Context: an optimization exercise on an open-source flow, tuned for small area, a short achievable clock period and few clock cycles. The choices shown serve that exercise and are no tape-out recipe.
RTL that was checked went through simulation tests only; none was proved equivalent to the original.
Power is estimated from default activity; no workload was simulated.

==> flow/design.v (excerpt) <==
module lz77_dec (
    input  wire        clk,
    input  wire        rst,              
    input  wire        start,
    input  wire [15:0] npix,             
    output wire        busy,
    output wire        done,             
    output wire        err,              
    input  wire        in_valid,
    output wire        in_ready,
    input  wire [7:0]  in_byte,
    output wire        out_valid,
    input  wire        out_ready,
    output wire [23:0] out_pixel         
);
export LEC_CHECK = 0
export CAP_MARGIN = 20
export CORE_MARGIN = 2
export CORE_UTILIZATION = 40
export CTS_BUF_LIST = sky130_fd_sc_hd__clkbuf_8
export CTS_CLUSTER_SIZE = 30
export SETUP_SLACK_MARGIN = 5
export SLEW_MARGIN = 20
create_clock -name core_clock -period 8.0 [get_ports {clk}]
run.sh (not shown) runs the stock make flow with config.mk's settings and CLKGATE_MAP_FILE= SYNTH_SCRIPT=/design/flow/synth_recipe.tcl, a recipe that flattens the netlist after the stock synthesis.
Testbench counts at the start, summed over its fixed seeds: cycles 47,934.
Next try:
- CTS_BUF_LIST: sky130_fd_sc_hd__clkbuf_8 -> unset
- CTS_CLUSTER_SIZE: 30 -> unset
After rerunning:
- count of clock-buffer cells in the layout goes up by 6
- global-route usage went up by 0.80 points
- setup slack gets better by 0.013 ns
- die area stays the same
- total power goes up by 9.6%

lz77_dec, a different RTL version from the one above (not shown whole).
Size in the first run: roughly 8100 µm² of cells after synthesis.
Settings: LEC_CHECK=0, CAP_MARGIN=20, CORE_MARGIN=2, CORE_UTILIZATION=40, CTS_BUF_LIST=sky130_fd_sc_hd__clkbuf_8, CTS_CLUSTER_DIAMETER=150, CTS_CLUSTER_SIZE=50, SETUP_SLACK_MARGIN=5, SLEW_MARGIN=20; clock period 8.0 ns.
standard.sh (not shown) runs the stock make flow with config.mk's settings and CLKGATE_MAP_FILE= SYNTH_SCRIPT=/design/flow/synth_recipe.tcl, a recipe that flattens the netlist after the stock synthesis.
==> flow/flow/run.sh <==
#!/bin/bash
# The standard layout, with plain buffers (buf_2) on the ports instead of
# the delay-cell buffers that buffer_ports picks by default. The whole
# make output goes to standard.log; ORFS keeps each step's log under orfs/logs.
set -euo pipefail
export BUFFER_PORTS_ARGS="-buffer_cell sky130_fd_sc_hd__buf_2"
bash standard.sh > standard.log 2>&1
==> next run, changes <==
--- a/flow/config.mk
+++ b/flow/config.mk
@@ -10,6 +10,5 @@
 export CORE_UTILIZATION = 40
 export CTS_BUF_LIST = sky130_fd_sc_hd__clkbuf_8
-export CTS_CLUSTER_DIAMETER = 150
-export CTS_CLUSTER_SIZE = 50
+export CTS_CLUSTER_SIZE = 30
 export SETUP_SLACK_MARGIN = 5
 export SLEW_MARGIN = 20
After rerunning: Wire length stays the same; sequential cell count does not change; clock-buffer cell count does not change; global-route usage stays the same.
Function was not checked in any run of this note: the RTL went through the layout flow alone.

== fjord ==
lz77_dec, a different RTL version from the one above (not shown whole).
Size: about 130 flip-flops, roughly 58 I/O pins, ~8500 um^2 of cells after synthesis.
export LEC_CHECK = 0
export CAP_MARGIN = 20
export CORE_MARGIN = 2
export CORE_UTILIZATION = 50
export CTS_BUF_LIST = sky130_fd_sc_hd__clkbuf_8
export CTS_CLUSTER_SIZE = 30
export SETUP_SLACK_MARGIN = 5
export SLEW_MARGIN = 20
create_clock -name core_clock -period 8.0 [get_ports {clk}]
Scripts as last shown in full above: flow/flow/run.sh
No stage failed in fjord, and the final checks on the layout all came back clean.
Testbench counts of fjord, summed over its fixed seeds: cycles 47,934.
The following lists how xenon was set up differently from fjord:
Settings: swapping sky130_fd_sc_hd__clkbuf_8 for sky130_fd_sc_hd__clkbuf_4 sky130_fd_sc_hd__clkbuf_8 in CTS_BUF_LIST.
[summary]
- Worst slack on hold paths of fjord is on par with xenon.
- Combinational share of power was lower in the run labelled xenon.
- Comparing fjord against xenon, there is no change at all in area after synthesis.
- In the tables for fjord and xenon, fraction of area in clock buffers and inverters reads higher with xenon.
- Relative to fjord, via count of the routed design has gone up in xenon.
- Looking at fjord and xenon, the utilization after layout is a wash.
- Across both runs, count of clock buffers in the final design was higher for xenon than for fjord.
- Against fjord, clock power in xenon rose by a few percent.
- Switching share of total power down 0.37 points in xenon wrt fjord
For ember, these inputs were changed with respect to xenon:
Settings: a change of CTS_BUF_LIST from sky130_fd_sc_hd__clkbuf_4 sky130_fd_sc_hd__clkbuf_8 to sky130_fd_sc_hd__clkbuf_8; a change of CORE_UTILIZATION from 50 to 40.
Notes after the runs:
- The run with more setup slack is xenon; ember has less.
- Re wire length of the first global-routing pass: ember and xenon aren't equal, and the lower value belongs to xenon.
- Going from xenon to ember, total wirelength of the detailed-routed design went up, area enclosed by the die boundary went up.
- Between xenon and ember, the flow reports final instance area increasing slightly.
- Clock group share of total power: ember and xenon compared, lower one is xenon
- Number of clock sinks seen by CTS: xenon vs ember identical
- From xenon to ember the numbers moved as follows: hold violation count in the final report held steady, hold slack shrank by 4.2 ps.
- xenon -> ember: total power increased slightly

==> separate check: timing with driven ports <==
The flow's constraints put no driver on any port. The routed layouts listed below were extracted and timed again, unchanged, in two steps. Step 1 assumes that a clkbuf_16 drives the clock port and a buf_2 every other input. Step 2 also shifts input and output timing later by t, the mid clock arrival at the registers, as if the neighbouring blocks saw the same clock. Three values: ideal ports, drivers, drivers and shift; two values: the first two.
run	t (ns)	setup slack, ns	worst hold slack (ns)	worst data-port slew with drivers (ns)
the first run of note 1	0.477	4.809 / 4.771 / 4.479	0.488 / 0.488 / 0.488	0.03
the second run of note 1	0.474	4.822 / 4.774 / 4.495	0.486 / 0.486 / 0.486	0.03
the first run of note 2	0.490	4.707 / 4.667 / 4.244	0.480 / 0.480 / 0.480	0.04
the second run of note 2	0.490	4.707 / 4.667 / 4.244	0.480 / 0.480 / 0.480	0.04
fjord	0.477	5.074 / 5.037 / 4.659	0.495 / 0.495 / 0.495	0.03
xenon	0.480	5.072 / 5.035 / 4.659	0.495 / 0.495 / 0.495	0.03
ember	0.505	4.968 / 4.929 / 4.680	0.491 / 0.491 / 0.491	0.03
After both steps setup and hold are still met in every run listed.
